What follows belongs to an exercise in optimizing a design on an open flow for small area; a production flow would make more cautious choices.
RTL that was checked went through simulation tests only; none was proved equivalent to the original.
Only the layout flow was run in run 1; the RTL was not checked for function there.
Power figures rest on the tool's default switching activity, not on a simulated workload.

$ cat flow/config.mk
export PLATFORM = sky130hd
export DESIGN_NAME = pmu_engine
export DESIGN_NICKNAME = pmu_engine
export VERILOG_FILES = /design/flow/design.v
export SDC_FILE = /design/flow/constraint.sdc
export NUM_CORES = 4
export LEC_CHECK = 0
export ABC_AREA = 1
export CAP_MARGIN = 20
export CORE_MARGIN = 2
export CORE_UTILIZATION = 40
export PLACE_DENSITY = 0.6
export SLEW_MARGIN = 20
$ cat flow/constraint.sdc
create_clock -name core_clock -period 30.0 [get_ports {clk}]
set_input_delay 6.0000 -clock core_clock [delete_from_list [all_inputs] [get_ports {clk}]]
set_output_delay 6.0000 -clock core_clock [all_outputs]
set_load 0.01 [all_outputs]
$ cat flow/design.v
module pmu_engine (
    input             clk,
    input             rst,         
    input             cmd_we,      
    input      [31:0] cmd_in,
    input             arg_we,      
    input      [31:0] arg_in,
    input      [3:0]  dbuf_we,     
    input      [31:0] dbuf_in,     
    output     [7:0]  status,
    output     [7:0]  seq_pc,
    output     [95:0] res,
    output     [31:0] dbuf,
    output reg        bus_req,
    output reg        bus_we,
    output reg [7:0]  bus_addr,
    output reg [2:0]  bus_len,
    output reg [31:0] bus_wdata,   
    input             bus_ack,
    input             bus_err,
    input      [31:0] bus_rdata,   
    output reg        slp_req,
    input             slp_ack
);
    localparam [7:0] OP_RDREG   = 8'h01, OP_WRREG   = 8'h02,
                     OP_RDBIT   = 8'h10, OP_SETBIT  = 8'h11,
                     OP_RDFLD   = 8'h12, OP_WRFLD   = 8'h13,
                     OP_DEC8    = 8'h20, OP_DEC12   = 8'h21,
                     OP_DEC13   = 8'h22, OP_DEC16   = 8'h23,
                     OP_DEC24   = 8'h24, OP_DEC32   = 8'h25,
                     OP_BATV    = 8'h30, OP_BATI    = 8'h31,
                     OP_BATICHG = 8'h32, OP_BATP    = 8'h33,
                     OP_VINV    = 8'h34, OP_VINI    = 8'h35,
                     OP_VBUSV   = 8'h36, OP_VBUSI   = 8'h37,
                     OP_APSV    = 8'h38, OP_TEMP    = 8'h39,
                     OP_CCIN    = 8'h3A, OP_CCOUT   = 8'h3B,
                     OP_BATPCT  = 8'h3C, OP_CVTPCT  = 8'h3D,
                     OP_WRDCDC  = 8'h40, OP_WRLDO   = 8'h41,
                     OP_WRCHGI  = 8'h42, OP_WRBRT   = 8'h43,
                     OP_INIT    = 8'h50, OP_SLPPREP = 8'h51,
                     OP_SLPREST = 8'h52, OP_BUSPWR  = 8'h53,
                     OP_PWROFF  = 8'h54;
    localparam [1:0] ERR_OK = 2'd0, ERR_BUS = 2'd1, ERR_ARG = 2'd2, ERR_ILL = 2'd3;
    localparam [2:0] E_END = 3'd0, E_RD = 3'd1, E_WR = 3'd2, E_RMW = 3'd3,
                     E_SLP = 3'd4, E_BR = 3'd5;
    localparam [3:0] S_IDLE = 4'd0, S_EXEC = 4'd1, S_RD = 4'd2, S_WR = 4'd3,
                     S_SLP = 4'd4, S_DIV = 4'd5, S_PRE = 4'd6, S_MUL = 4'd7,
                     S_FPS = 4'd8, S_FIN = 4'd9;
    reg  [3:0]  state;
    reg  [6:0]  opr;         
    reg  [7:0]  fa;          
    reg  [7:0]  fm;          
    reg  [2:0]  fi;          
    reg  [31:0] arg;
    reg  [31:0] dbuf_r;
    reg  [83:0] P;           
    reg  [4:0]  pc;
    reg  [6:0]  cnt;         
    reg         c1, c2, b3;  
    reg         bw;          
    wire [7:0]  tmp = {bw, cnt};
    wire [1:0]  cpass = fi[1:0];    
    wire        flt = fa[0];        
    wire        fgt = fa[1];        
    reg         st_done, st_wrote, st_inited, st_failw;
    wire        st_busy = state != S_IDLE;
    reg  [1:0]  st_err;
    wire neg = P[83] & P[82] & P[81];
    assign status = {1'b0, st_failw, st_inited, st_wrote, st_err & {2{~st_busy}}, st_done, st_busy};
    assign seq_pc = {3'b000, pc};
    assign res    = {{12{neg}}, P};
    assign dbuf   = dbuf_r;
    wire [7:0] op     = {1'b0, opr};
    wire [7:0] f_a    = fa;
    wire [7:0] f_m    = fm;
    wire [2:0] f_len  = fm[2:0];
    wire [2:0] f_bit  = fm[2:0];
    wire [2:0] f_sh   = fi;
    wire [7:0] nop = cmd_in[31:24];
    reg n_legal;
    always @* begin
        case (nop)
            OP_RDREG, OP_WRREG, OP_RDBIT:      n_legal = (cmd_in[23:0] & 24'h00F8FF) == 24'd0;
            OP_SETBIT:                         n_legal = (cmd_in[23:0] & 24'h00F8FE) == 24'd0;
            OP_RDFLD, OP_WRFLD:                n_legal = (cmd_in[23:0] & 24'h0000F8) == 24'd0;
            OP_WRDCDC, OP_WRLDO:               n_legal = (cmd_in[23:0] & 24'h00FFFF) == 24'd0;
            OP_BUSPWR:                         n_legal = (cmd_in[23:0] & 24'hFFFFFE) == 24'd0;
            OP_DEC8, OP_DEC12, OP_DEC13, OP_DEC16, OP_DEC24, OP_DEC32,
            OP_BATV, OP_BATI, OP_BATICHG, OP_BATP, OP_VINV, OP_VINI,
            OP_VBUSV, OP_VBUSI, OP_APSV, OP_TEMP, OP_CCIN, OP_CCOUT,
            OP_BATPCT, OP_CVTPCT, OP_WRCHGI, OP_WRBRT,
            OP_INIT, OP_SLPPREP, OP_SLPREST, OP_PWROFF:
                                               n_legal = cmd_in[23:0] == 24'd0;
            default:                           n_legal = 1'b0;
        endcase
    end
    wire        arg_zh  = ~|arg[31:11];
    wire        arg_zm  = ~|arg[10:4];
    reg       chg_hit;
    reg [3:0] chg_code;
    always @* begin
        chg_hit  = 1'b1;
        chg_code = 4'd0;
        case (arg[10:0])
            11'd100:  chg_code = 4'd0;
            11'd190:  chg_code = 4'd1;
            11'd280:  chg_code = 4'd2;
            11'd360:  chg_code = 4'd3;
            11'd450:  chg_code = 4'd4;
            11'd550:  chg_code = 4'd5;
            11'd630:  chg_code = 4'd6;
            11'd700:  chg_code = 4'd7;
            11'd780:  chg_code = 4'd8;
            11'd880:  chg_code = 4'd9;
            11'd960:  chg_code = 4'd10;
            11'd1000: chg_code = 4'd11;
            11'd1080: chg_code = 4'd12;
            11'd1160: chg_code = 4'd13;
            11'd1240: chg_code = 4'd14;
            11'd1320: chg_code = 4'd15;
            default:  chg_hit  = 1'b0;
        endcase
        if (!arg_zh) chg_hit = 1'b0;
    end
    wire [2:0] n_len = cmd_in[10:8];
    wire [7:0] n_a   = cmd_in[23:16];
    reg n_invalid;
    always @* begin
        case (nop)
            OP_RDREG, OP_WRREG: n_invalid = (n_len == 3'd0) || (n_len > 3'd4) ||
                                            ((n_a[7:2] == 6'h3F) &&
                                             ((n_len == 3'd4 && n_a[1:0] != 2'd0) ||
                                              (n_len == 3'd3 && n_a[1]) ||
                                              (n_len == 3'd2 && n_a[1:0] == 2'd3)));
            OP_WRDCDC:          n_invalid = n_a > 8'd2;
            OP_WRLDO:           n_invalid = n_a > 8'd1;
            OP_WRCHGI:          n_invalid = !chg_hit;
            OP_WRBRT:           n_invalid = arg_zh && arg_zm && (arg[3:0] == 4'd0);
            default:            n_invalid = 1'b0;
        endcase
    end
    wire n_dec = (nop[7:3] == 5'b00100) && (nop[2:0] <= 3'd5);
    wire n_cvt = nop == OP_CVTPCT;
    wire n_div = (nop == OP_WRDCDC) || (nop == OP_WRLDO);
    wire        q_lt28  = !fi[0] && (fm < 8'd28);
    wire        q_lt72  = !fi[0] && (fm < 8'd72);
    wire        q_ge136 = fi[0] || (fm >= 8'd136);
    wire [6:0]  dcdc_q  = q_lt28 ? 7'd0 : (fm[6:0] - 7'd28);
    wire [3:0]  ldo_q   = q_lt72 ? 4'd0 : q_ge136 ? 4'd15 : (fm[5:2] - 4'd2);
    wire        arg_gt12 = !(arg_zh && arg_zm) || (arg[3:0] > 4'd12);
    wire [3:0]  bright  = arg_gt12 ? 4'd12 : arg[3:0];
    wire [3:0] ol = opr[3:0];
    wire g0 = opr[6:4] == 3'b000;     
    wire g1 = opr[6:4] == 3'b001;     
    wire g2 = opr[6:4] == 3'b010;     
    wire g3 = opr[6:4] == 3'b011;     
    wire g4 = opr[6:4] == 3'b100;     
    wire g5 = opr[6:4] == 3'b101;     
    reg [4:0] u;
    reg       p_end;
    always @* begin
        u     = pc;
        p_end = 1'b0;
        case (ol[2:0])
            3'd0: p_end = pc == 5'd26;                                
            3'd1: begin u = 5'd26 + pc; p_end = pc == 5'd3; end       
            3'd2: begin                                               
                      u = (pc == 5'd2) ? 5'd12 : 5'd9 + pc;
                      p_end = pc == 5'd3;
                  end
            3'd3: begin                                               
                      u = (fi[0] ? 5'd18 : 5'd22) + pc;
                      p_end = pc == 5'd4;
                  end
            default: begin u = 5'd29; p_end = pc == 5'd1; end         
        endcase
    end
    reg [2:0] r_kind;
    reg [7:0] r_addr, r_keep, r_or;
    always @* begin
        r_kind = E_RMW;
        r_keep = 8'hFF;
        r_or   = 8'h00;
        case (u)
            5'd0:  begin r_addr = 8'h30; r_keep = 8'h04; r_or = 8'h02; end
            5'd1:  begin r_addr = 8'h92; r_keep = 8'hF8; end
            5'd2:  begin r_addr = 8'h93; r_keep = 8'hF8; end
            5'd3:  begin r_addr = 8'h35; r_keep = 8'h1C; r_or = 8'hA2; end
            5'd4:  begin r_addr = 8'h26; r_keep = 8'h80; r_or = 8'h6A; end
            5'd5:  begin r_addr = 8'h27; r_keep = 8'h80; r_or = 8'h54; end
            5'd6:  begin r_addr = 8'h28; r_keep = 8'h0F; r_or = 8'hF0; end
            5'd7:  begin r_addr = 8'h28; r_keep = 8'hF0; r_or = 8'h02; end
            5'd8:  begin r_addr = 8'h12; r_or = 8'h04; end
            5'd9:  begin r_addr = 8'h12; r_or = 8'h02; end
            5'd10: begin r_addr = 8'h94; r_keep = 8'hFD; end
            5'd11: begin r_addr = 8'h33; r_keep = 8'hF0; end
            5'd12: begin r_kind = E_WR; r_addr = 8'h82; r_keep = 8'h00; r_or = 8'hFF; end
            5'd13: begin r_addr = 8'h96; r_keep = 8'hFD; end
            5'd14: begin r_kind = E_SLP; r_addr = 8'h00; end
            5'd15: begin r_addr = 8'h96; r_or = 8'h02; end
            5'd16: begin r_kind = E_BR; r_addr = 8'h00; end
            5'd17: begin r_addr = 8'h30; r_or = 8'h80; end
            5'd18: begin r_addr = 8'hE2; r_keep = 8'hFB; end
            5'd19: begin r_addr = 8'hE1; r_keep = 8'hF8; r_or = 8'h07; end
            5'd20: begin r_addr = 8'hE0; end
            5'd21: begin r_addr = 8'hE3; end
            5'd22: begin r_addr = 8'hE0; r_keep = 8'h0F; r_or = 8'hF0; end
            5'd23: begin r_addr = 8'hE1; r_keep = 8'hF8; r_or = 8'h02; end
            5'd24: begin r_addr = 8'hE2; r_or = 8'h04; end
            5'd25: begin r_addr = 8'hE3; end
            5'd26: begin r_kind = E_WR; r_addr = 8'h82; r_keep = 8'h00; end
            5'd27: begin r_addr = 8'h94; r_or = 8'h02; end
            5'd28: begin r_addr = 8'h12; r_keep = 8'hFD; end
            default: begin r_addr = 8'h32; r_or = 8'h80; end
        endcase
    end
    reg [2:0] e_kind;
    reg [7:0] e_addr;
    reg [2:0] e_len;
    reg [7:0] e_keep;
    reg [7:0] e_or;
    wire      e_jmp = (ol[2:0] == 3'd0) && (pc == 5'd21);    
    reg [7:0] c_addr;
    always @* begin
        case (ol)
            4'h0, 4'hC: c_addr = 8'h78;
            4'h1:       c_addr = (pc == 5'd0) ? 8'h7A : 8'h7C;
            4'h2:       c_addr = 8'h7A;
            4'h3:       c_addr = 8'h70;
            4'h4:       c_addr = 8'h56;
            4'h5:       c_addr = 8'h58;
            4'h6:       c_addr = 8'h5A;
            4'h7:       c_addr = 8'h5C;
            4'h8:       c_addr = 8'h7E;
            4'h9:       c_addr = 8'h5E;
            4'hA:       c_addr = 8'hB0;
            default:    c_addr = 8'hB4;
        endcase
    end
    wire [7:0] bmask = 8'd1 << f_bit;
    always @* begin
        e_kind = E_END;
        e_addr = f_a;
        e_len  = 3'd1;
        e_keep = 8'hFF;
        e_or   = 8'h00;
        if (g0) begin
            if (pc == 5'd0) e_kind = ol[1] ? E_WR : E_RD;
            e_len = f_len;
        end else if (g1) begin
            if (pc == 5'd0) e_kind = ol[0] ? E_RMW : E_RD;
            if (ol[1]) begin
                e_keep = ~f_m;
                e_or   = (arg[7:0] << f_sh) & f_m;
            end else begin
                e_keep = fi[0] ? 8'hFF : ~bmask;
                e_or   = fi[0] ? bmask : 8'h00;
            end
        end else if (g3) begin
            e_addr = c_addr;
            e_len  = (ol == 4'h3) ? 3'd3 : (ol[3:1] == 3'b101) ? 3'd4 : 3'd2;
            if (pc == 5'd0 || (ol == 4'h1 && pc == 5'd1)) e_kind = E_RD;
        end else if (g4) begin
            if (pc == 5'd0) e_kind = E_RMW;
            case (ol[1:0])
                2'd0: begin
                    case (f_a[1:0])
                        2'd0:    begin e_addr = 8'h26; e_keep = 8'h80; e_or = {1'b0, dcdc_q[6:0]}; end
                        2'd1:    begin e_addr = 8'h23; e_keep = 8'hC0; e_or = {2'b0, dcdc_q[5:0]}; end
                        default: begin e_addr = 8'h27; e_keep = 8'h80; e_or = {1'b0, dcdc_q[6:0]}; end
                    endcase
                end
                2'd1: begin
                    e_addr = 8'h28;
                    if (!f_a[0]) begin e_keep = 8'h0F; e_or = {ldo_q[3:0], 4'h0}; end
                    else         begin e_keep = 8'hF0; e_or = {4'h0, ldo_q[3:0]}; end
                end
                2'd2: begin e_addr = 8'h33; e_keep = 8'hF0; e_or = {4'h0, chg_code}; end
                default: begin e_addr = 8'h28; e_keep = 8'h0F; e_or = {bright, 4'h0}; end
            endcase
        end else if (g5) begin
            e_kind = p_end ? E_END : r_kind;
            e_addr = r_addr;
            e_keep = r_keep;
            e_or   = r_or;
        end
    end
    wire [7:0] wbyte = (tmp & e_keep) | e_or;
    always @* begin
        bus_req   = (state == S_RD) || (state == S_WR);
        bus_we    = (state == S_WR);
        bus_addr  = e_addr;
        bus_len   = e_len;
        bus_wdata = {g0 ? dbuf_r[31:24] : wbyte, dbuf_r[23:0]};
        slp_req   = (state == S_SLP);
    end
    wire is_rd12 = (g3 && (ol == 4'h0 || ol == 4'h2 || (ol[3:2] == 2'b01) ||
                           ol == 4'h8 || ol == 4'h9 || ol == 4'hC)) ||
                   (g2 && ol[2:0] == 3'd1);
    wire is_cc   = g3 && ol[3:1] == 3'b101;
    wire is_pct  = g3 && ol[3:1] == 3'b110;
    wire is_bati = g3 && ol == 4'h1;
    wire is_temp = g3 && ol == 4'h9;
    wire is_cvt  = g3 && ol == 4'hD;
    wire res_rd  = (g1 && !ol[0]) || (g3 && !(is_bati && pc == 5'd0));
    wire need_fps = is_pct || is_bati || is_temp;
    reg [6:0] pre_last;
    always @* begin
        if (g2)
            case (ol[2:0])
                3'd0:       pre_last = 7'd107;
                3'd4:       pre_last = 7'd91;
                3'd5:       pre_last = 7'd83;
                default:    pre_last = 7'd99;
            endcase
        else if (is_cc || is_bati) pre_last = 7'd51;
        else if (g3 && ol == 4'h3) pre_last = 7'd59;
        else if (g1) pre_last = 7'd75 + {4'd0, ol[1] ? fi : fm[2:0]};
        else if (is_cvt) pre_last = 7'd83;
        else pre_last = 7'd67;    
    end
    reg [17:0] mconst;
    always @* begin
        mconst = 18'd1;
        if (g3)
            case (ol)
                4'hA, 4'hB:
                    mconst = (cpass == 2'd0) ? 18'd106667 :
                             (cpass == 2'd1) ? 18'd136009 : 18'd250963;
                4'h0, 4'hC: mconst = 18'd1100;
                4'h1, 4'h2: mconst = 18'd500;
                4'h3:       mconst = 18'd550;
                4'h4, 4'h6: mconst = 18'd1700;
                4'h5:       mconst = 18'd625;
                4'h7:       mconst = 18'd375;
                4'h8:       mconst = 18'd1400;
                default:    mconst = 18'd1;
            endcase
    end
    wire [4:0] aidx   = (state == S_DIV) ? ~cnt[4:0] : cnt[4:0];
    wire       argbit = arg[aidx];
    wire       sin    = (cnt[6:5] == 2'd0) & (g2 ? dbuf_r[cnt[4:0]] : (is_cvt & argbit));
    wire       t_lo   = cnt <= 7'd7;
    wire       t_h12  = (cnt >= 7'd4) && (cnt <= 7'd11);
    wire       t_h13  = (cnt >= 7'd5) && (cnt <= 7'd12);
    wire       is_rd13 = (g2 && ol[2:0] == 3'd2) || is_bati;
    reg u1, u2, v1, v2;
    always @* begin
        v1 = 1'b0;
        v2 = 1'b0;
        if (is_rd12) begin
            u1 = t_lo & P[0];
            u2 = t_h12 & P[4];
        end else if (is_rd13) begin
            u1 = t_lo & P[0];
            u2 = t_h13 & P[3];
            if (is_bati) begin
                v1 = t_lo & P[16];
                v2 = t_h13 & P[19];
            end
        end else begin
            u1 = P[0];
            u2 = 1'b0;
        end
    end
    wire xs  = u1 ^ u2 ^ c1;
    wire xc  = (u1 & u2) | (u1 & c1) | (u2 & c1);
    wire ys  = v1 ^ v2 ^ c2;
    wire yc  = (v1 & v2) | (v1 & c2) | (v2 & c2);
    wire mb  = xs ^ ys ^ b3;
    wire mbw = (~xs & ys) | (~xs & b3) | (ys & b3);
    wire [18:0] msum = {1'b0, P[83:66]} + (mb ? {1'b0, mconst} : 19'd0);
    wire        pbit = msum[0];
    wire [21:0] K_LT = 22'd3248088;
    wire [21:0] K_GT = 22'd4120712;
    wire        klt  = (cnt < 7'd22) ? K_LT[cnt[4:0]] : 1'b0;
    wire        kgt  = (cnt < 7'd22) ? K_GT[cnt[4:0]] : 1'b0;
    wire [21:0] K_SUB = is_temp ? 22'd1447 : is_pct ? 22'd3120712 : 22'd0;
    wire [19:0] K_1M  = 20'd1000000;
    wire        ks    = (cnt < 7'd22) ? K_SUB[cnt[4:0]] : 1'b0;
    wire        k1m   = (cnt < 7'd20) ? K_1M[cnt[4:0]] : 1'b0;
    wire        fd    = P[0] ^ ks ^ bw;
    wire        fbw   = (~P[0] & ks) | (~P[0] & bw) | (ks & bw);
    wire        fout  = (is_pct & flt) ? 1'b0 :
                        (is_pct & fgt) ? k1m :
                        (is_bati && cnt >= 7'd32) ? bw : fd;
    wire [5:0] r2   = {fa[6:2], argbit};
    wire       dge  = r2 >= 6'd25;
    wire [5:0] r2s  = r2 - 6'd25;
    wire [7:0]  ld_b0 = bus_rdata[31:24] & (g1 ? (ol[1] ? fm : bmask) : 8'hFF);
    integer k;
    always @(posedge clk) begin
        if (arg_we)
            arg <= arg_in;
        for (k = 0; k < 4; k = k + 1)
            if (dbuf_we[3-k])
                dbuf_r[31-8*k -: 8] <= dbuf_in[31-8*k -: 8];
        c1 <= 1'b0;
        c2 <= 1'b0;
        b3 <= 1'b0;
        if (rst) begin
            state     <= S_IDLE;
            pc        <= 5'd0;
            st_done   <= 1'b0;
            st_err    <= ERR_OK;
            st_wrote  <= 1'b0;
            st_inited <= 1'b0;
            st_failw  <= 1'b0;
        end else begin
            case (state)
                S_IDLE: begin
                    if (cmd_we) begin
                        opr      <= cmd_in[30:24];
                        fa       <= cmd_in[23:16];
                        fm       <= cmd_in[15:8];
                        fi       <= cmd_in[2:0];
                        st_done  <= 1'b0;
                        st_wrote <= 1'b0;
                        st_failw <= 1'b0;
                        pc       <= 5'd0;
                        cnt      <= 7'd0;
                        if (!n_legal) begin
                            st_err <= ERR_ILL;
                            state  <= S_FIN;
                        end else if (n_invalid) begin
                            st_err <= ERR_ARG;
                            state  <= S_FIN;
                        end else begin
                            st_err <= ERR_OK;
                            if (n_dec || n_cvt)
                                state <= S_PRE;
                            else if (n_div)
                                state <= S_DIV;
                            else
                                state <= S_EXEC;
                        end
                    end
                end
                S_EXEC: begin
                    case (e_kind)
                        E_RD, E_RMW, E_BR: state <= S_RD;
                        E_WR:              state <= S_WR;
                        E_SLP:             state <= S_SLP;
                        default:           state <= S_FIN;
                    endcase
                end
                S_RD: begin
                    if (bus_ack) begin
                        if (bus_err) begin
                            st_err  <= ERR_BUS;
                            st_done <= 1'b1;
                            state   <= S_IDLE;
                        end else begin
                            {bw, cnt} <= bus_rdata[31:24];
                            if (g0)
                                for (k = 0; k < 4; k = k + 1)
                                    if (k < e_len)
                                        dbuf_r[31-8*k -: 8] <= bus_rdata[31-8*k -: 8];
                            if (is_bati && pc == 5'd0)
                                fm <= bus_rdata[23:16];
                            if (res_rd) begin
                                P[83:76] <= ld_b0;
                                P[75:68] <= bus_rdata[23:16];
                                P[67:52] <= is_bati ? {tmp, fm} : bus_rdata[15:0];
                                pc    <= pc + 5'd1;
                                cnt   <= 7'd0;
                                state <= S_PRE;
                            end else if (e_kind == E_RMW) begin
                                state <= S_WR;
                            end else if (e_kind == E_BR) begin
                                pc    <= bus_rdata[27] ? 5'd17 : 5'd22;
                                state <= S_EXEC;
                            end else begin
                                pc    <= pc + 5'd1;
                                state <= S_EXEC;
                            end
                        end
                    end
                end
                S_WR: begin
                    if (bus_ack) begin
                        if (bus_err) begin
                            st_err   <= ERR_BUS;
                            st_failw <= 1'b1;
                            st_done  <= 1'b1;
                            state    <= S_IDLE;
                        end else begin
                            st_wrote <= 1'b1;
                            pc       <= e_jmp ? 5'd26 : pc + 5'd1;
                            state    <= S_EXEC;
                        end
                    end
                end
                S_SLP: begin
                    if (slp_ack) begin
                        pc    <= pc + 5'd1;
                        state <= S_EXEC;
                    end
                end
                S_DIV: begin
                    fa[6:2] <= dge ? r2s[4:0] : r2[4:0];
                    fm      <= {fm[6:0], dge};
                    fi[0]   <= fi[0] | fm[7];
                    cnt     <= cnt + 7'd1;
                    if (cnt == 7'd31)
                        state <= S_EXEC;
                end
                S_PRE: begin
                    P   <= {sin, P[83:1]};
                    cnt <= cnt + 7'd1;
                    if (cnt == pre_last) begin
                        cnt   <= 7'd0;
                        state <= S_MUL;
                    end
                end
                S_MUL: begin
                    bw <= 1'b0;
                    P  <= {msum, P[65:1]};
                    c1 <= xc;
                    c2 <= yc;
                    b3 <= mbw;
                    if (is_pct) begin
                        fa[0] <= klt ? (~pbit | flt) : (~pbit & flt);
                        fa[1] <= kgt ? (pbit & fgt) : (pbit | fgt);
                    end
                    cnt <= cnt + 7'd1;
                    if (cnt == 7'd65) begin
                        cnt <= 7'd0;
                        c1  <= 1'b0;
                        c2  <= 1'b0;
                        b3  <= 1'b0;
                        if (is_cc && cpass != 2'd2)
                            fi[1:0] <= cpass + 2'd1;
                        else if (need_fps)
                            state <= S_FPS;
                        else
                            state <= S_FIN;
                    end
                end
                S_FPS: begin
                    P   <= {fout, P[83:1]};
                    bw  <= is_bati ? ((cnt == 7'd31) ? P[0] : bw) : fbw;
                    cnt <= cnt + 7'd1;
                    if (cnt == 7'd83)
                        state <= S_FIN;
                end
                S_FIN: begin
                    if (g5 && ol[2:0] == 3'd0 && st_err == ERR_OK)
                        st_inited <= 1'b1;
                    st_done <= 1'b1;
                    state   <= S_IDLE;
                end
                default: state <= S_IDLE;
            endcase
        end
    end
endmodule
$ cat flow/flow/run.sh
#!/bin/bash
# Own layout flow: the standard ORFS flow with three changes.
#  1. Synthesis: the standard synthesis script (synth_recipe.tcl, via standard.sh) with an
#     area-oriented ABC script and without full-adder extraction. The registers are mapped
#     before ABC runs, so they are the standard synthesis's registers.
#  2. Port buffers use the smallest buffer cell (every port is still buffered).
#  3. Clock tree: clkbuf_8 buffers in small clusters, no dummy loads.
# Each tool's output goes to a log file of its own in this folder; ORFS also keeps its
# per-step logs under orfs/logs.
set -euo pipefail
here=$(pwd)
rm -rf "$here/synth_scripts"
cp -r "$FLOW_HOME/scripts" "$here/synth_scripts"
cp "$here/flow/abc_area.script" "$here/synth_scripts/abc_area.script"
bash standard.sh "SCRIPTS_DIR=$here/synth_scripts" "ADDER_MAP_FILE=" synth > synth.log 2>&1
bash standard.sh \
  "BUFFER_PORTS_ARGS=-buffer_cell sky130_fd_sc_hd__buf_1" \
  "CTS_ARGS=-repair_clock_nets -buf_list {sky130_fd_sc_hd__clkbuf_8 sky130_fd_sc_hd__clkbuf_16} -sink_clustering_size 16 -sink_clustering_max_diameter 60 -dont_use_dummy_load" \
  finish > pnr.log 2>&1
$ cat flow/flow/abc_area.script
strash
dch -f
amap
mfs2
strash
dch -f
amap
mfs2
strash
dch -f
amap
topo
$ cat flow/standard.sh
#!/bin/bash
# synth_recipe.tcl (not shown) runs the flow's synth.tcl, then flattens the netlist and writes it again
# the make line also repeats each setting of config.mk as NAME=value (left out here)
make -C /OpenROAD-flow-scripts/flow DESIGN_CONFIG=/design/flow/config.mk WORK_HOME=/design/flow/orfs CLKGATE_MAP_FILE= SYNTH_SCRIPT=/design/flow/synth_recipe.tcl "${@:-finish}"
==> metrics.csv, run 1 <==
metric;value;unit
fin crit period;14.39;ns
Hold Fails Final Rpt;0;
gr usage total;0.336;
Starting Density;0.404;
H-tree depth;4;
clk slew on worst S/H paths;0.06;ns
Clock Tree Buf Depth;2;
Mapped Area;13000;sq um
Final setup viols;0;
Yosys warning count;1;
die height;185;um
FFs w/ async S/R, synth;0;
drt wl/cell;24.0;um
fin nets;2111;
top sig layer;met5;
Fmax achieved;69.5;MHz
TritonCTS clock tree;built;
worst r2r dst;P[83];
# DRC;0;
Tot Pwr;1.10;mW
WS Path Type;reg2out;
layout overhead on the synthesized area;16.1;%
crit-path max FO;22;
top cells by area, synth;edfxtp_1 35%, nor2_1 9.7%, dfxtp_1 7.7%, clkinv_1 5.8%, a21oi_1 4.1%;
crit path DAT;8.39;ns
Die Footprint;34100;sq um
Cell Rows;66;
Netlist cell types;55;
worst hold stages;0;
vias in the first global route;13500;
Comb pwr share;0.437;
TritonCTS Buffers;17;
drt first pass iters;6;
Reg2Reg Setup Slack;21.04;ns
top-area cell type share of the netlist area;0.345;
worst skew pair latency;0.47;ns
register share of total power;0.385;
RSZ-0062 raised after global routing;no;
Worst EP required;24.00;ns
clk_skew;0.0297;ns
CTS Hold Bufs;0;
maximum VDD drop;0.0463;mV
DRT iter0 DRCs;1756;
Psw;497;uW
Slew Limit Fails;0;
count leader, synth;nor2_1;
gp weighted congestion;1.04;
placed cell count;2395;
mean post-synth cell area;7.92;sq um
post-DP HPWL;46000;um
share of layout cells above drive strength 1;0.0254;
largest net degree at the start of global routing;53;
final std cells w/o fill;2413;
Hold Path End;P[17];
most frequent cells after synthesis;336 x nor2_1, 202 x clkinv_1, 150 x edfxtp_1;
final period utilization;0.480;
initial antenna violation count;2;
Root Buffer;clkbuf_16;
setup bufs post-CTS;0;
worst r2r src;opr[1];
status;no timing/DRC/antenna violations;
Synth Instances;1648;
worst-margin pin slew;1.14;ns
Hold Path Origin;P[18];
total number of vias;14900;
fillers;3363;
synthesized flop and latch total;200;
EDFF count, synth;150;
Static Leak;4.72;nW
grt total ovfl;0;
port bufs;324;
Min-Delay Path Class;reg2reg;
Vias/cell;6.18;
CP Launch Type;register;
Die W;185;um
I/O pin total;329;
Worst Reg-to-Reg Cells;36;
Sw Ratio;0.453;
post-route setup TNS;0;ns
Int Pwr;600;uW
core area;32300;sq um
max_cap viols;0;
Clk pwr share;0.178;
drt total wl;58000;um
Antenna Nets Post-Route;0;
post-CTS sizing;0;
Metal-1 WL;24600;um
ys flop type;edfxtp_1;
first-pass GRT wire length;85000;um
P per Cell Area;72.4;nW/um^2
Slew headroom;0.233;
met3 WL;5160;um
sequential fraction of the synthesis area;0.422;
met2 WL post-DR;26100;um
clock sinks;200;
Synth area leader;edfxtp_1;
Crit. End Element;output pin;
[final cells by class]
class                      instances  area, sq um  share of cell area
antenna                            1         2.50            0.000165
clock buffer                      17          425              0.0281
inverter                         202          758              0.0501
multi-input combinational       1203         6500               0.429
sequential                       200         5510               0.363
tap                              442          553              0.0365
timing repair buffer             348         1400              0.0923
[critical path, stage by stage (launching register included)]
cell and delay (ns):
edfxtp_1 0.84, clkinv_1 0.78, nor2_1 0.80, clkinv_1 0.31, a221oi_1 0.88, clkinv_1 0.37
nor2_1 0.58, a221oi_1 0.19, a2111oi_1 0.35, buf_4 0.24, clkinv_1 0.31, nor2_1 0.28
clkinv_1 0.13, o21ai_0 0.43, o21ai_0 0.21, o21ai_0 0.35, nor3_1 0.12, a311oi_1 0.30
o221ai_1 0.25, buf_1 0.19
[sequential cells by signal, indices dropped and copies added, names as in the netlist]
signal and cells:
P 84, arg 32, b3 1, bw 1, c1 1, c2 1, cnt 7, dbuf_r 32
fa 8, fi 3, fm 8, opr 7, pc 5, st_done 1, st_err 2, st_failw 1
st_inited 1, st_wrote 1, state 4
[power groups by stage]
stage / clock (mW) / sequential (mW) / combinational [mW]
global route: 0.207 / 0.426 / 0.517
finish: 0.196 / 0.422 / 0.479
floorplan: 0 / 0.416 / 0.284
global placement: 0 / 0.424 / 0.467
detailed placement: 0 / 0.425 / 0.465
CTS: 0.200 / 0.419 / 0.467
[layout by cell type, fill, tap and decap left out, types with 4 or more instances in the layout]
| cell | count |
|---|---|
| o22a_1 | 16 |
| a222oi_1 | 5 |
| buf_4 | 24 |
| o21ai_0 | 106 |
| dfxtp_1 | 50 |
| o22ai_1 | 67 |
| buf_1 | 323 |
| a221oi_1 | 12 |
| a311oi_1 | 5 |
| a21oi_1 | 106 |
| a22oi_1 | 25 |
| a2111oi_0 | 6 |
| or3_1 | 19 |
| or4_1 | 6 |
| nor2_1 | 333 |
| a221o_1 | 4 |
| o32ai_1 | 31 |
| edfxtp_1 | 150 |
| o211ai_1 | 10 |
| a211oi_1 | 22 |
| a31oi_1 | 47 |
| o221ai_1 | 20 |
| or2_0 | 12 |
| o41ai_1 | 5 |
| o32a_1 | 6 |
| nor4_1 | 20 |
| nor2b_1 | 6 |
| nand4_1 | 15 |
| nand3_1 | 30 |
| clkinv_1 | 202 |
| nand2_1 | 130 |
| nor3_1 | 70 |
| o31ai_1 | 8 |
| conb_1 | 4 |
| o21a_1 | 6 |
| o311ai_0 | 10 |
| clkbuf_16 | 17 |
[routing by layer]
metal  GRT usage  vias up
met5           0        -
met4       0.138        2
met3      0.0642      129
met2       0.521      889
met1       0.461     7096
li1            -     6800
[metrics by stage]
step / utilization / area, sq um / setup slack, ns / hold WS [ns]
after floorplan: - / 13100 / 17.52 / 0.415
after global placement: 0.456 / 14700 / 16.51 / 0.428
after detailed placement: 0.456 / 14700 / 16.43 / 0.433
after CTS: 0.469 / 15100 / 15.88 / 0.434
after global routing: 0.469 / 15100 / 15.20 / 0.448
final: 0.469 / 15100 / 15.61 / 0.433
[how the worst max path moves through the flow]
stage           start            end  slack [ns]  cells after the start
6_report       opr[1]  bus_wdata[28]       15.61                     19
5_1_grt        opr[1]  bus_wdata[28]       15.20                     19
2_1_floorplan  opr[1]  bus_wdata[28]       17.52                     17
3_5_place_dp   opr[1]  bus_wdata[28]       16.43                     19
4_1_cts        opr[1]  bus_wdata[28]       15.88                     19
3_3_place_gp   opr[1]  bus_wdata[28]       16.51                     19
[cell families (layout without fill, tap and decap cells)]
kind of cell | count (synthesis) | after routing | synth area share
AOI/OAI and AO/OA | 545 | 545 | 0.278
buffers and inverters | 248 | 567 | 0.0843
DFF | 200 | 200 | 0.422
other | 1 | 5 | 0.000287
and+or+nand+nor | 654 | 654 | 0.215
==> inputs of run 2 (changes only) <==
--- a/flow/design.v
+++ b/flow/design.v
@@ -156,62 +156,59 @@
     wire g3 = opr[6:4] == 3'b011;     
     wire g4 = opr[6:4] == 3'b100;     
     wire g5 = opr[6:4] == 3'b101;     
-    reg [4:0] u;
-    reg       p_end;
+    wire       init = ol[2:0] == 3'd0;
+    wire [5:0] u    = init ? {1'b0, pc} : {1'b1, ol[1:0], fi[0], pc[1:0]};
+    reg        p_end;
     always @* begin
-        u     = pc;
-        p_end = 1'b0;
         case (ol[2:0])
-            3'd0: p_end = pc == 5'd26;                                
-            3'd1: begin u = 5'd26 + pc; p_end = pc == 5'd3; end       
-            3'd2: begin                                               
-                      u = (pc == 5'd2) ? 5'd12 : 5'd9 + pc;
-                      p_end = pc == 5'd3;
-                  end
-            3'd3: begin                                               
-                      u = (fi[0] ? 5'd18 : 5'd22) + pc;
-                      p_end = pc == 5'd4;
-                  end
-            default: begin u = 5'd29; p_end = pc == 5'd1; end         
+            3'd0:    p_end = pc == 5'd26;    
+            3'd1,
+            3'd2:    p_end = pc == 5'd3;     
+            3'd3:    p_end = pc == 5'd4;     
+            default: p_end = pc == 5'd1;     
         endcase
     end
     reg [2:0] r_kind;
     reg [7:0] r_addr, r_keep, r_or;
+    task automatic ent(input [7:0] a, input [7:0] k, input [7:0] o);
+        begin r_kind = E_RMW; r_addr = a; r_keep = k; r_or = o; end
+    endtask
     always @* begin
-        r_kind = E_RMW;
-        r_keep = 8'hFF;
-        r_or   = 8'h00;
+        r_kind = E_RMW; r_addr = 8'h00; r_keep = 8'hFF; r_or = 8'h00;
         case (u)
-            5'd0:  begin r_addr = 8'h30; r_keep = 8'h04; r_or = 8'h02; end
-            5'd1:  begin r_addr = 8'h92; r_keep = 8'hF8; end
-            5'd2:  begin r_addr = 8'h93; r_keep = 8'hF8; end
-            5'd3:  begin r_addr = 8'h35; r_keep = 8'h1C; r_or = 8'hA2; end
-            5'd4:  begin r_addr = 8'h26; r_keep = 8'h80; r_or = 8'h6A; end
-            5'd5:  begin r_addr = 8'h27; r_keep = 8'h80; r_or = 8'h54; end
-            5'd6:  begin r_addr = 8'h28; r_keep = 8'h0F; r_or = 8'hF0; end
-            5'd7:  begin r_addr = 8'h28; r_keep = 8'hF0; r_or = 8'h02; end
-            5'd8:  begin r_addr = 8'h12; r_or = 8'h04; end
-            5'd9:  begin r_addr = 8'h12; r_or = 8'h02; end
-            5'd10: begin r_addr = 8'h94; r_keep = 8'hFD; end
-            5'd11: begin r_addr = 8'h33; r_keep = 8'hF0; end
-            5'd12: begin r_kind = E_WR; r_addr = 8'h82; r_keep = 8'h00; r_or = 8'hFF; end
-            5'd13: begin r_addr = 8'h96; r_keep = 8'hFD; end
-            5'd14: begin r_kind = E_SLP; r_addr = 8'h00; end
-            5'd15: begin r_addr = 8'h96; r_or = 8'h02; end
-            5'd16: begin r_kind = E_BR; r_addr = 8'h00; end
-            5'd17: begin r_addr = 8'h30; r_or = 8'h80; end
-            5'd18: begin r_addr = 8'hE2; r_keep = 8'hFB; end
-            5'd19: begin r_addr = 8'hE1; r_keep = 8'hF8; r_or = 8'h07; end
-            5'd20: begin r_addr = 8'hE0; end
-            5'd21: begin r_addr = 8'hE3; end
-            5'd22: begin r_addr = 8'hE0; r_keep = 8'h0F; r_or = 8'hF0; end
-            5'd23: begin r_addr = 8'hE1; r_keep = 8'hF8; r_or = 8'h02; end
-            5'd24: begin r_addr = 8'hE2; r_or = 8'h04; end
-            5'd25: begin r_addr = 8'hE3; end
-            5'd26: begin r_kind = E_WR; r_addr = 8'h82; r_keep = 8'h00; end
-            5'd27: begin r_addr = 8'h94; r_or = 8'h02; end
-            5'd28: begin r_addr = 8'h12; r_keep = 8'hFD; end
-            default: begin r_addr = 8'h32; r_or = 8'h80; end
+            6'd0:  ent(8'h30, 8'h04, 8'h02);
+            6'd1:  ent(8'h92, 8'hF8, 8'h00);
+            6'd2:  ent(8'h93, 8'hF8, 8'h00);
+            6'd3:  ent(8'h35, 8'h1C, 8'hA2);
+            6'd4:  ent(8'h26, 8'h80, 8'h6A);
+            6'd5:  ent(8'h27, 8'h80, 8'h54);
+            6'd6:  ent(8'h28, 8'h0F, 8'hF0);
+            6'd7:  ent(8'h28, 8'hF0, 8'h02);
+            6'd8:  ent(8'h12, 8'hFF, 8'h04);
+            6'd9:  ent(8'h12, 8'hFF, 8'h02);
+            6'd10: ent(8'h94, 8'hFD, 8'h00);
+            6'd11: ent(8'h33, 8'hF0, 8'h00);
+            6'd12: begin r_kind = E_WR; r_addr = 8'h82; r_keep = 8'h00; r_or = 8'hFF; end
+            6'd13: ent(8'h96, 8'hFD, 8'h00);
+            6'd14: r_kind = E_SLP;
+            6'd15: ent(8'h96, 8'hFF, 8'h02);
+            6'd16: r_kind = E_BR;
+            6'd17: ent(8'h30, 8'hFF, 8'h80);
+            6'd18, 6'b111100: ent(8'hE2, 8'hFB, 8'h00);
+            6'd19, 6'b111101: ent(8'hE1, 8'hF8, 8'h07);
+            6'd20, 6'b111110: ent(8'hE0, 8'hFF, 8'h00);
+            6'd21, 6'b111111: ent(8'hE3, 8'hFF, 8'h00);
+            6'd22, 6'b111000: ent(8'hE0, 8'h0F, 8'hF0);
+            6'd23, 6'b111001: ent(8'hE1, 8'hF8, 8'h02);
+            6'd24, 6'b111010: ent(8'hE2, 8'hFF, 8'h04);
+            6'd25, 6'b111011: ent(8'hE3, 8'hFF, 8'h00);
+            6'b101000: begin r_kind = E_WR; r_addr = 8'h82; r_keep = 8'h00; end
+            6'b101001: ent(8'h94, 8'hFF, 8'h02);
+            6'b101010: ent(8'h12, 8'hFD, 8'h00);
+            6'b110000: ent(8'h12, 8'hFF, 8'h02);
+            6'b110001: ent(8'h94, 8'hFD, 8'h00);
+            6'b110010: begin r_kind = E_WR; r_addr = 8'h82; r_keep = 8'h00; r_or = 8'hFF; end
+            default:   ent(8'h32, 8'hFF, 8'h80);    
         endcase
     end
     reg [2:0] e_kind;
--- a/flow/flow/run.sh
+++ b/flow/flow/run.sh
@@ -4,7 +4,7 @@
 #     area-oriented ABC script and without full-adder extraction. The registers are mapped
 #     before ABC runs, so they are the standard synthesis's registers.
 #  2. Port buffers use the smallest buffer cell (every port is still buffered).
-#  3. Clock tree: clkbuf_8 buffers in small clusters, no dummy loads.
+#  3. Clock tree: clkbuf_8 / clkbuf_16 buffers, no dummy loads.
 # Each tool's output goes to a log file of its own in this folder; ORFS also keeps its
 # per-step logs under orfs/logs.
 set -euo pipefail
==> run 2 against run 1 <==
  * Register-to-register slack lost 0.28 ns
  * Design area shrank 0.69%
  * Sequential power shrank 3%
  * Synthesized cell count shrank 0.24%
  * Flip-flop and latch count is the same
  * Largest power group unchanged
  * Highest routed layer is now met4
==> metrics.csv, run 2 <==
metric;value;unit;change
clock sinks;200;;unchanged
most frequent cells in the layout;324 x buf_1, 309 x nor2_1, 181 x clkinv_1;;was 333 x nor2_1, 323 x buf_1, 202 x clkinv_1
clk slew on worst S/H paths;0.07;ns;was 0.06 ns
top cells by area, synth;edfxtp_1 35%, nor2_1 9.1%, dfxtp_1 7.7%, clkinv_1 5.2%, nand2_1 5.1%;;was edfxtp_1 35%, nor2_1 9.7%, dfxtp_1 7.7%, clkinv_1 5.8%, a21oi_1 4.1%
Final setup viols;0;;unchanged
gr usage total;0.351;;was 0.336
Worst EP required;24.00;ns;about the same
FFs w/ async S/R, synth;0;;unchanged
Cell Rows;65;;was 66
first-pass GRT wire length;87200;um;was 85000 um
area of the multi-input gates;6500;sq um;about the same
M2 GR Usage;0.533;;was 0.521
Netlist cell types;55;;unchanged
Static Leak;4.78;nW;was 4.72 nW
Root Buffer;clkbuf_16;;unchanged
gp weighted congestion;1.05;;was 1.04
TritonCTS Buffers;17;;unchanged
# DRC;0;;unchanged
setup bufs post-CTS;0;;unchanged
Mapped Area;13000;sq um;about the same
Starting Density;0.409;;was 0.404
most common cell after layout, fill and taps aside;buf_1;;was nor2_1
top-area cell type share of the netlist area;0.347;;was 0.345
crit-path max FO;25;;was 22
status;no timing/DRC/antenna violations;;unchanged
initial antenna violation count;0;;was 2
Slew headroom;0.285;;was 0.233
final period utilization;0.407;;was 0.480
port bufs;324;;unchanged
RSZ-0062 raised after global routing;no;;unchanged
Int Pwr;591;uW;was 600 uW
layout overhead on the synthesized area;16.0;%;was 16.1%
max_cap viols;0;;unchanged
Largest register FFs;84;;unchanged
post-DP HPWL;47700;um;was 46000 um
Slew Limit Fails;0;;unchanged
maximum VDD drop;0.0461;mV;was 0.0463 mV
most frequent cells after synthesis;313 x nor2_1, 181 x clkinv_1, 175 x nand2_1;;was 336 x nor2_1, 202 x clkinv_1, 150 x edfxtp_1
Diodes inserted;0;;was 1
drt first pass iters;6;;unchanged
Tot Pwr;1.09;mW;was 1.10 mW
Sw Ratio;0.459;;was 0.453
GR peak layer;met2;;unchanged
Fmax achieved;81.8;MHz;was 69.5 MHz
H-tree depth;4;;unchanged
largest net degree at the start of global routing;53;;unchanged
DRT iter0 DRCs;1977;;was 1756
Min-Delay Path Class;reg2reg;;unchanged
fin crit period;12.22;ns;was 14.39 ns
GRT met3 Usage;0.0769;;was 0.0642
Yosys warning count;1;;unchanged
Psw;501;uW;was 497 uW
register area;5510;sq um;unchanged
Clk pwr share;0.179;;was 0.178
Comb pwr share;0.447;;was 0.437
clk_skew;0.0202;ns;was 0.0297 ns
Largest regs;P (84), arg (32), dbuf_r (32);;unchanged
grt total ovfl;0;;unchanged
die height;184;um;was 185 um
crit path DAT;6.22;ns;was 8.39 ns
CP Launch Type;register;;unchanged
count leader, synth;nor2_1;;unchanged
Clock Tree Buf Depth;2;;unchanged
worst-margin pin slew;1.07;ns;was 1.14 ns
TritonCTS clock tree;built;;unchanged
CTS Hold Bufs;0;;unchanged
Die W;184;um;was 185 um
EDFF count, synth;150;;unchanged
Synth Instances;1644;;was 1648
Synth area leader;edfxtp_1;;unchanged
vias in the first global route;13500;;about the same
mean post-synth cell area;7.89;sq um;was 7.92 sq um
sequential fraction of the synthesis area;0.425;;was 0.422
core area;31700;sq um;was 32300 sq um
register share of total power;0.374;;was 0.385
drt total wl;60400;um;was 58000 um
WS Path Type;reg2out;;unchanged
share of layout cells above drive strength 1;0.0284;;was 0.0254
ys flop type;edfxtp_1;;unchanged
Die Footprint;33900;sq um;was 34100 sq um
Vias/cell;6.26;;was 6.18
GR Util met1;0.478;;was 0.461
total number of vias;14900;;about the same
I/O pin total;329;;unchanged
Antenna Nets Post-Route;0;;unchanged
fin nets;2112;;was 2111
post-route setup TNS;0;ns;unchanged
Largest Register;P;;unchanged
worst skew pair latency;0.46;ns;was 0.47 ns
Hold Fails Final Rpt;0;;unchanged
drt wl/cell;25.5;um;was 24.0 um
P per Cell Area;72.6;nW/um^2;was 72.4 nW/um^2
post-CTS sizing;0;;unchanged
fillers;3279;;was 3363
Crit. End Element;output pin;;unchanged
synthesized flop and latch total;200;;unchanged
## run 2: path summary, 6_finish.rpt
path,cells past startpoint,from,slack (ns),to
setup reg to reg,41,opr[0],20.76,P[83]
hold / removal,0,P[13],0.45,P[12]
hold reg to reg,0,P[13],0.45,P[12]
setup / recovery,17,opr[1],17.78,bus_wdata[27]
## run 2: area by class of cell
cell class / count / share of cell area
well taps: 402 / 0.0334
inverters: 181 / 0.0452
multi-input cells: 1220 / 0.432
repair buffers: 353 / 0.0953
clock buffers: 17 / 0.0283
flip-flops and latches: 200 / 0.366
## run 2: critical path, cell delays in order, from the launching register on
cell and delay, ns:
edfxtp_1 0.36, buf_4 0.25, nor2_1 0.32, clkinv_1 0.30, nor2_1 0.15, buf_4 0.29
clkinv_1 0.57, o21ai_2 0.30, buf_4 0.30, clkinv_1 0.44, nor2_1 0.47, a21oi_1 0.18
or3_1 0.42, a21oi_1 0.16, nor3_1 0.08, a2111oi_0 0.60, o21ai_0 0.34, buf_1 0.21
## run 2: kinds of logic after synthesis
group                  count (synthesis)  synth area share
AO/OA/AOI/OAI                        541             0.272
buffers and inverters                227            0.0787
flip-flops                           200             0.425
other                                  1          0.000289
AND/OR/NAND/NOR                      675             0.224
## run 2: power groups by stage
stage	clock, mW	combinational, mW	sequential, mW
after global placement	0	0.473	0.411
after global routing	0.209	0.522	0.412
after floorplan	0	0.279	0.406
after CTS	0.199	0.473	0.406
final	0.196	0.488	0.408
after detailed placement	0	0.471	0.412
## run 2: metrics by stage
stage          hold slack, ns   util  setup slack (ns)  area [sq um]  instances
2_1_floorplan           0.438      -             18.13         13000       1647
3_3_place_gp            0.428  0.461             18.43         14600       2356
3_5_place_dp            0.431  0.461             18.49         14600       2356
4_1_cts                 0.448  0.474             17.97         15000       2373
5_1_grt                 0.452  0.474             17.54         15000       2373
6_report                0.447  0.474             17.78         15000       2373
## run 2: metal layers
layer,vias up,part of all wire
met2,911,0.44
met1,7029,0.42
met3,144,0.098
li1,6767,-
met4,0,0.045
met5,-,0
==> inputs of run 3 (changes only) <==
--- a/flow/flow/run.sh
+++ b/flow/flow/run.sh
@@ -15,5 +15,5 @@
 bash standard.sh "SCRIPTS_DIR=$here/synth_scripts" "ADDER_MAP_FILE=" synth > synth.log 2>&1
 bash standard.sh \
   "BUFFER_PORTS_ARGS=-buffer_cell sky130_fd_sc_hd__buf_1" \
-  "CTS_ARGS=-repair_clock_nets -buf_list {sky130_fd_sc_hd__clkbuf_8 sky130_fd_sc_hd__clkbuf_16} -sink_clustering_size 16 -sink_clustering_max_diameter 60 -dont_use_dummy_load" \
+  "CTS_ARGS=-repair_clock_nets -buf_list sky130_fd_sc_hd__clkbuf_8 -sink_clustering_enable -sink_clustering_size 8 -sink_clustering_max_diameter 40 -dont_use_dummy_load" \
   finish > pnr.log 2>&1
==> run 3 against run 2 <==
  * Still clean on timing, DRC and antenna
  * Sequential power barely moved
  * Sequential share of layout area up 0.47 points
  * Clock power is 28% lower
  * Global-route usage increased by 0.055 points
  * Flip-flop and latch count is the same
  * Clock-buffer cell count is the same
  * Setup slack worse by 0.17 ns
  * Utilization decreased by 0.60 points
  * Wire length about the same
  * Non-clock buffer count did not move
  * Synthesized area unchanged
  * Critical path type unchanged
  * Largest power group unchanged
==> metrics.csv, run 3 <==
metric;value;unit;change
CTS Hold Bufs;0;;unchanged
vias in the first global route;13400;;was 13500
die height;184;um;unchanged
Die W;184;um;unchanged
Crit. End Element;output pin;;unchanged
Comb pwr share;0.471;;was 0.447
# DRC;0;;unchanged
fin crit period;12.39;ns;was 12.22 ns
Synth area leader;edfxtp_1;;unchanged
Clk pwr share;0.136;;was 0.179
Die Footprint;33900;sq um;unchanged
Cell Rows;65;;unchanged
port bufs;324;;unchanged
CP Launch Type;register;;unchanged
first-pass GRT wire length;87300;um;was 87200 um
maximum VDD drop;0.0399;mV;was 0.0461 mV
most frequent cells in the layout;324 x buf_1, 309 x nor2_1, 181 x clkinv_1;;unchanged
clk_skew;0.0326;ns;was 0.0202 ns
ys flop type;edfxtp_1;;unchanged
Int Pwr;542;uW;was 591 uW
Root Buffer;clkbuf_8;;was clkbuf_16
Hold Slack;0.450;ns;was 0.447 ns
Slew Limit Fails;0;;unchanged
gp weighted congestion;1.05;;unchanged
drt wl/cell;25.4;um;was 25.5 um
Bufs and invs on worst path;7;;unchanged
Hold Fails Final Rpt;0;;unchanged
Fmax achieved;80.7;MHz;was 81.8 MHz
setup bufs post-CTS;0;;unchanged
most frequent cells after synthesis;313 x nor2_1, 181 x clkinv_1, 175 x nand2_1;;unchanged
Largest register FFs;84;;unchanged
largest net degree at the start of global routing;53;;unchanged
TritonCTS Buffers;17;;unchanged
Psw;495;uW;was 501 uW
Netlist cell types;55;;unchanged
WS Path Type;reg2out;;unchanged
Slew headroom;0.289;;was 0.285
post-route setup TNS;0;ns;unchanged
Antenna Nets Post-Route;0;;unchanged
Worst EP required;24.00;ns;about the same
Final setup viols;0;;unchanged
DRT iter0 DRCs;1965;;was 1977
top cells by area, synth;edfxtp_1 35%, nor2_1 9.1%, dfxtp_1 7.7%, clkinv_1 5.2%, nand2_1 5.1%;;unchanged
H-tree depth;4;;unchanged
top-area cell type share of the netlist area;0.347;;unchanged
drt first pass iters;6;;unchanged
crit-path max FO;25;;unchanged
crit path max-delay cell type;a2111oi_0;;unchanged
mean post-synth cell area;7.89;sq um;unchanged
grt total ovfl;0;;unchanged
Diodes inserted;0;;unchanged
EDFF count, synth;150;;unchanged
P per Cell Area;69.8;nW/um^2;was 72.6 nW/um^2
met3 WL;5700;um;was 5900 um
register share of total power;0.393;;was 0.374
crit path DAT;6.39;ns;was 6.22 ns
core area;31700;sq um;unchanged
max_cap viols;0;;unchanged
clk slew on worst S/H paths;0.10;ns;was 0.07 ns
post-CTS sizing;0;;unchanged
synthesized flop and latch total;200;;unchanged
pre-CTS setup slack;18.49;ns;unchanged
crit path cell chain;buf_4 -> nor2_1 -> clkinv_1 -> nor2_1 -> buf_4 -> clkinv_1 -> o21ai_2 -> buf_4 -> clkinv_1 -> nor2_1 -> a21oi_1 -> or3_1 -> a21oi_1 -> nor3_1 -> a2111oi_0 -> o21ai_0 -> buf_1;;unchanged
post-route setup slack;17.61;ns;was 17.78 ns
count leader, synth;nor2_1;;unchanged
CP delay by family, top;buffers and inverters;;unchanged
FFs w/ async S/R, synth;0;;unchanged
Mapped Area;13000;sq um;unchanged
Clock Tree Buf Depth;2;;unchanged
initial antenna violation count;0;;unchanged
share of layout cells above drive strength 1;0.0284;;unchanged
worst skew pair latency;0.51;ns;was 0.46 ns
drt total wl;60400;um;about the same
total number of vias;14800;;was 14900
final period utilization;0.413;;was 0.407
Sw Ratio;0.477;;was 0.459
sequential fraction of the synthesis area;0.425;;unchanged
gr usage total;0.352;;was 0.351
layout overhead on the synthesized area;14.5;%;was 16.0%
status;no timing/DRC/antenna violations;;unchanged
top sig layer;met4;;unchanged
critical path's largest stage delay;0.65;ns;was 0.60 ns
most common cell after layout, fill and taps aside;buf_1;;unchanged
Largest regs;P (84), arg (32), dbuf_r (32);;unchanged
post-DP HPWL;47700;um;unchanged
Vias/cell;6.23;;was 6.26
fin nets;2112;;unchanged
I/O pin total;329;;unchanged
Metal-1 WL;25300;um;was 25200 um
worst-margin pin slew;1.06;ns;was 1.07 ns
Yosys warning count;1;;unchanged
Starting Density;0.409;;unchanged
fillers;3301;;was 3279
met2 WL post-DR;26800;um;was 26500 um
Tot Pwr;1.04;mW;was 1.09 mW
clock sinks;200;;unchanged
Static Leak;4.69;nW;was 4.78 nW
Min-Delay Path Class;reg2reg;;unchanged
Synth Instances;1644;;unchanged
RSZ-0062 raised after global routing;no;;unchanged
Largest Register;P;;unchanged
TritonCTS clock tree;built;;unchanged
-- run 3: cell counts after synthesis --
Identical to the previous run, type by type.
-- run 3: area by class of cell --
type	instances	area, sq um	area share
clock buffer	17	234	0.0158
inverter	181	679	0.0457
multi-input combinational	1220	6500	0.437
sequential	200	5510	0.371
tap	402	503	0.0339
timing repair buffer	353	1430	0.0965
-- run 3: worst paths after layout --
path | start | depth (start not counted) | endpoint | slack (ns)
worst min register to register | P[12] | 0 | P[11] | 0.45
worst min-delay path | P[12] | 0 | P[11] | 0.45
worst max-delay path | opr[1] | 17 | bus_wdata[27] | 17.61
worst max register to register | opr[0] | 41 | P[83] | 20.76
-- run 3: cell families after synthesis --
kind of cell | share of synthesized area
AOI/OAI and AO/OA | 0.272
buffers and inverters | 0.0787
other | 0.000289
DFF | 0.425
and+or+nand+nor | 0.224
-- run 3: power by group through the flow --
stage	Combinational [mW]	Sequential (mW)	Clock, mW
after floorplan	0.279	0.406	0
after global placement	0.473	0.411	0
after detailed placement	0.471	0.412	0
after CTS	0.473	0.406	0.143
after global routing	0.522	0.412	0.152
final	0.488	0.408	0.141
-- run 3: per-stage QoR --
step | instances | utilization | cell area [sq um]
6_report | 2373 | 0.468 | 14900
5_1_grt | 2373 | 0.468 | 14900
4_1_cts | 2373 | 0.468 | 14800
3_5_place_dp | 2356 | 0.461 | 14600
3_3_place_gp | 2356 | 0.461 | 14600
2_1_floorplan | 1647 | - | 13000
-- run 3: metal layers --
layer	global-route usage	up-vias
li1	-	6778
met1	0.477	6975
met2	0.541	885
met3	0.0779	138
met4	0.148	0
met5	0	-
==> inputs of run 4 (changes only) <==
--- a/flow/flow/run.sh
+++ b/flow/flow/run.sh
@@ -4,7 +4,7 @@
 #     area-oriented ABC script and without full-adder extraction. The registers are mapped
 #     before ABC runs, so they are the standard synthesis's registers.
 #  2. Port buffers use the smallest buffer cell (every port is still buffered).
-#  3. Clock tree: clkbuf_8 / clkbuf_16 buffers, no dummy loads.
+#  3. Clock tree: clkbuf_8 buffers in small sink clusters, no dummy loads.
 # Each tool's output goes to a log file of its own in this folder; ORFS also keeps its
 # per-step logs under orfs/logs.
 set -euo pipefail
==> run 4 against run 3 <==
  * Still clean on timing, DRC and antenna
  * Wire length unchanged
  * Setup slack stayed put
  * Flip-flop and latch count unchanged
  * Clock-buffer cell count unchanged
  * Non-clock buffer count stayed put
  * First-iteration DRC count is the same
  * Via count did not move
  * Largest cell class unchanged
  * Largest power group unchanged
==> metrics.csv, run 4 <==
metric;value;unit;change
largest net degree at the start of global routing;53;;unchanged
core area;31700;sq um;unchanged
gr usage total;0.352;;unchanged
mean post-synth cell area;7.89;sq um;unchanged
Largest regs;P (84), arg (32), dbuf_r (32);;unchanged
layout overhead on the synthesized area;14.5;%;unchanged
Largest Register;P;;unchanged
Vias/cell;6.23;;unchanged
vias in the first global route;13400;;unchanged
setup bufs post-CTS;0;;unchanged
area of the multi-input gates;6500;sq um;unchanged
Final setup viols;0;;unchanged
Min-Delay Path Class;reg2reg;;unchanged
drt first pass iters;6;;unchanged
final period utilization;0.413;;unchanged
clk_skew;0.0326;ns;unchanged
Die Footprint;33900;sq um;unchanged
die height;184;um;unchanged
P per Cell Area;69.8;nW/um^2;unchanged
grt total ovfl;0;;unchanged
count leader, synth;nor2_1;;unchanged
maximum VDD drop;0.0399;mV;unchanged
Static Leak;4.69;nW;unchanged
fillers;3301;;unchanged
# DRC;0;;unchanged
placed instance area;14600;sq um;unchanged
most frequent cells after synthesis;313 x nor2_1, 181 x clkinv_1, 175 x nand2_1;;unchanged
crit path cell chain;buf_4 -> nor2_1 -> clkinv_1 -> nor2_1 -> buf_4 -> clkinv_1 -> o21ai_2 -> buf_4 -> clkinv_1 -> nor2_1 -> a21oi_1 -> or3_1 -> a21oi_1 -> nor3_1 -> a2111oi_0 -> o21ai_0 -> buf_1;;unchanged
port bufs;324;;unchanged
ys flop type;edfxtp_1;;unchanged
TritonCTS Buffers;17;;unchanged
initial antenna violation count;0;;unchanged
crit path DAT;6.39;ns;about the same
register area;5510;sq um;unchanged
Worst EP required;24.00;ns;about the same
fin crit period;12.39;ns;unchanged
Worst Reg-to-Reg Cells;41;;unchanged
H-tree depth;4;;unchanged
Starting Density;0.409;;unchanged
worst hold stages;0;;unchanged
Yosys warning count;1;;unchanged
Slew Limit Fails;0;;unchanged
drt total wl;60400;um;unchanged
sequential fraction of the synthesis area;0.425;;unchanged
crit path max-delay cell type;a2111oi_0;;unchanged
fin nets;2112;;unchanged
I/O pin total;329;;unchanged
FFs w/ async S/R, synth;0;;unchanged
TritonCTS clock tree;built;;unchanged
Cell Rows;65;;unchanged
WS Path Type;reg2out;;unchanged
Largest register FFs;84;;unchanged
Clock Tree Buf Depth;2;;unchanged
post-route setup slack;17.61;ns;unchanged
CTS Hold Bufs;0;;unchanged
Bufs and invs on worst path;7;;unchanged
final cell area excluding filler cells;14900;sq um;unchanged
EDFF count, synth;150;;unchanged
Metal-1 WL;25300;um;unchanged
Diodes inserted;0;;unchanged
Mapped Area;13000;sq um;unchanged
Tot Pwr;1.04;mW;unchanged
Synth area leader;edfxtp_1;;unchanged
Hold Fails Final Rpt;0;;unchanged
top sig layer;met4;;unchanged
gp weighted congestion;1.05;;unchanged
total number of vias;14800;;unchanged
synthesized flop and latch total;200;;unchanged
Fmax achieved;80.7;MHz;unchanged
Netlist cell types;55;;unchanged
clk slew on worst S/H paths;0.10;ns;about the same
clock sinks;200;;unchanged
Antenna Nets Post-Route;0;;unchanged
crit-path max FO;25;;unchanged
most frequent cells in the layout;324 x buf_1, 309 x nor2_1, 181 x clkinv_1;;unchanged
Synth Instances;1644;;unchanged
critical path's largest stage delay;0.65;ns;about the same
worst-margin pin slew;1.06;ns;unchanged
met2 WL post-DR;26800;um;unchanged
pre-CTS setup slack;18.49;ns;unchanged
top-area cell type share of the netlist area;0.347;;unchanged
CP delay by family, top;buffers and inverters;;unchanged
met3 WL;5700;um;unchanged
Final Core Density;0.468;;unchanged
post-DP HPWL;47700;um;unchanged
Slew headroom;0.289;;unchanged
post-route setup TNS;0;ns;unchanged
Root Buffer;clkbuf_8;;unchanged
share of layout cells above drive strength 1;0.0284;;unchanged
RSZ-0062 raised after global routing;no;;unchanged
top cells by area, synth;edfxtp_1 35%, nor2_1 9.1%, dfxtp_1 7.7%, clkinv_1 5.2%, nand2_1 5.1%;;unchanged
Crit. End Element;output pin;;unchanged
Die W;184;um;unchanged
most common cell after layout, fill and taps aside;buf_1;;unchanged
status;no timing/DRC/antenna violations;;unchanged
first-pass GRT wire length;87300;um;unchanged
max_cap viols;0;;unchanged
drt wl/cell;25.4;um;unchanged
CP Launch Type;register;;unchanged
worst skew pair latency;0.51;ns;about the same
Critical Path Stages;17;;unchanged
post-CTS sizing;0;;unchanged
DRT iter0 DRCs;1965;;unchanged
## run 4: path summary, 6_finish.rpt
path,start,endpoint,slack (ns)
worst min register to register,P[12],P[11],0.45
worst max register to register,opr[0],P[83],20.76
worst min-delay path,P[12],P[11],0.45
worst max-delay path,opr[1],bus_wdata[27],17.61
## run 4: kinds of logic (layout without fill, tap and decap cells)
group / count (synthesis) / after routing / synth area share
buffers and inverters: 227 / 551 / 0.0787
other: 1 / 4 / 0.000289
DFF: 200 / 200 / 0.425
and+or+nand+nor: 675 / 675 / 0.224
AOI/OAI and AO/OA: 541 / 541 / 0.272
## run 4: cell type report
type	instances	share of cell area
multi-input cells	1220	0.437
clock buffers	17	0.0158
repair buffers	353	0.0965
flip-flops and latches	200	0.371
well taps	402	0.0339
inverters	181	0.0457
## run 4: per-stage QoR
step | hold slack [ns] | instances
after floorplan | 0.438 | 1647
after global placement | 0.428 | 2356
after detailed placement | 0.431 | 2356
after CTS | 0.454 | 2373
after global routing | 0.459 | 2373
final | 0.450 | 2373
## run 4: per-layer routing
metal,GRT usage,vias to the layer above
li1,-,6778
met1,0.477,6975
met2,0.541,885
met3,0.0779,138
met4,0.148,0
met5,0,-
## run 4: where the power goes
group / switching, mW / internal, mW
Combinational: 0.352 / 0.136
Clock: 0.0907 / 0.0502
Sequential: 0.0519 / 0.356
Total: 0.495 / 0.542
==> inputs of run 5 (changes only) <==
--- a/flow/config.mk
+++ b/flow/config.mk
@@ -6,8 +6,8 @@
 export NUM_CORES = 4
 export LEC_CHECK = 0
 export ABC_AREA = 1
-export CAP_MARGIN = 20
+export CAP_MARGIN = 5
 export CORE_MARGIN = 2
 export CORE_UTILIZATION = 40
 export PLACE_DENSITY = 0.6
-export SLEW_MARGIN = 20
+export SLEW_MARGIN = 5
==> run 5 against run 4 <==
  * Still clean
  * Sequential share of layout area hardly changed
  * Sequential power hardly changed
  * Design area about the same
  * Utilization is essentially flat
  * Register-to-register slack hardly changed
  * Clock-buffer cell count did not move
  * Critical path type unchanged
  * Critical endpoint unchanged
  * Largest cell class unchanged
==> metrics.csv, run 5 <==
metric;value;unit;change
first-pass GRT wire length;87300;um;unchanged
Critical Path Stages;17;;unchanged
Diodes inserted;0;;unchanged
Post-Synth XOR/XNOR Area;0;;unchanged
Crit. End Element;output pin;;unchanged
Min-Delay Path Class;reg2reg;;unchanged
share of layout cells above drive strength 1;0.0274;;was 0.0284
maximum VDD drop;0.0400;mV;was 0.0399 mV
DRT iter0 DRCs;2001;;was 1965
Starting Density;0.409;;unchanged
Yosys warning count;1;;unchanged
max_cap viols;0;;unchanged
CP delay by family, top;buffers and inverters;;unchanged
fin nets;2112;;unchanged
Largest register FFs;84;;unchanged
Hold Slack;0.450;ns;about the same
total number of vias;14800;;about the same
top-area cell type share of the netlist area;0.347;;unchanged
post-route setup TNS;0;ns;unchanged
mux share of post-synthesis cell area;0;;unchanged
Synth Area in Compound Gates;0.272;;unchanged
Worst Reg-to-Reg Cells;41;;unchanged
CP startpoint;opr[1];;unchanged
fillers;3301;;unchanged
Mapped Area;13000;sq um;unchanged
mean post-synth cell area;7.89;sq um;unchanged
layout overhead on the synthesized area;14.5;%;about the same
post-DP HPWL;47700;um;unchanged
CTS Hold Bufs;0;;unchanged
Synth Instances;1644;;unchanged
Largest Register;P;;unchanged
most common cell after layout, fill and taps aside;buf_1;;unchanged
die height;184;um;unchanged
# DRC;0;;unchanged
most frequent cells after synthesis;313 x nor2_1, 181 x clkinv_1, 175 x nand2_1;;unchanged
crit path max-delay cell type;a2111oi_0;;unchanged
setup bufs post-CTS;0;;unchanged
worst skew pair latency;0.51;ns;about the same
Fmax achieved;81.4;MHz;was 80.7 MHz
crit path cell chain;buf_4 -> nor2_1 -> clkinv_1 -> nor2_1 -> buf_4 -> clkinv_1 -> o21ai_2 -> buf_4 -> clkinv_1 -> nor2_1 -> a21oi_1 -> or3_1 -> a21oi_1 -> nor3_1 -> a2111oi_0 -> o21ai_0 -> buf_1;;unchanged
TritonCTS Buffers;17;;unchanged
most frequent cells in the layout;324 x buf_1, 309 x nor2_1, 181 x clkinv_1;;unchanged
Slew Limit Fails;0;;unchanged
H-tree depth;4;;unchanged
WS Path Type;reg2out;;unchanged
status;no timing/DRC/antenna violations;;unchanged
Clock Tree Buf Depth;2;;unchanged
initial antenna violation count;0;;unchanged
fin crit period;12.29;ns;was 12.39 ns
CP Launch Type;register;;unchanged
Cell Rows;65;;unchanged
worst r2r src;opr[0];;unchanged
drt wl/cell;25.5;um;was 25.4 um
I/O pin total;329;;unchanged
Hold Path Origin;P[12];;unchanged
Tot Pwr;1.04;mW;about the same
drt total wl;60500;um;was 60400 um
Slew headroom;0.141;;was 0.289
largest net degree at the start of global routing;53;;unchanged
Die W;184;um;unchanged
FFs w/ async S/R, synth;0;;unchanged
Reg2Reg Setup Slack;20.77;ns;was 20.76 ns
Netlist cell types;55;;unchanged
Worst EP required;24.00;ns;about the same
worst hold stages;0;;unchanged
clk_skew;0.0331;ns;was 0.0326 ns
TritonCTS clock tree;built;;unchanged
port bufs;324;;unchanged
Synth area leader;edfxtp_1;;unchanged
clk slew on worst S/H paths;0.10;ns;about the same
post-CTS sizing;0;;unchanged
[run 5: cell types whose count changed in the layout (fill, tap and decap cells not counted)]
cell and delta:
a2111oi_0 +1, a2111oi_1 -1, a21oi_1 +1, a21oi_2 -1, nor3_1 +1, nor3_2 -1
[run 5: power breakdown]
group          switching, mW  internal (mW)  leakage, nW  total, mW
Clock                 0.0906         0.0502        0.122      0.141
Sequential            0.0520          0.356         1.81      0.408
Combinational          0.353          0.136         2.76      0.488
Total                  0.495          0.542         4.69       1.04
[run 5: area by class of cell]
class                      instances  area (sq um)  share of cell area
multi-input combinational       1220          6490               0.437
sequential                       200          5510               0.371
timing repair buffer             353          1430              0.0966
inverter                         181           679              0.0458
tap                              402           503              0.0339
clock buffer                      17           234              0.0158
[run 5: stage by stage]
step                      cell area (sq um)  setup WS [ns]  utilization
after global routing                  14800          17.47        0.468
after detailed placement              14600          18.49        0.461
after global placement                14600          18.43        0.461
after CTS                             14800          17.90        0.468
after floorplan                       13000          18.13            -
final                                 14800          17.71        0.468
[run 5: final timing paths]
check	to
max reg2reg	P[83]
min reg2reg	P[11]
min	P[11]
max	bus_wdata[27]
[run 5: logic make-up after synthesis]
family	count (synthesis)
AO/OA/AOI/OAI	541
buffers and inverters	227
flip-flops	200
other	1
AND/OR/NAND/NOR	675
[run 5: worst reg2reg max path: cells and delay by family (launching register included)]
| family | cells | cell delay (ns) |
|---|---|---|
| and+or+nand+nor | 22 | 3.83 |
| DFF | 1 | 0.59 |
| buffers and inverters | 4 | 1.46 |
| AOI/OAI and AO/OA | 15 | 3.07 |
[run 5: per-layer routing]
layer,share of wire,GRT usage
met1,0.42,0.477
met2,0.44,0.541
met3,0.090,0.0779
met4,0.041,0.148
met5,0,0
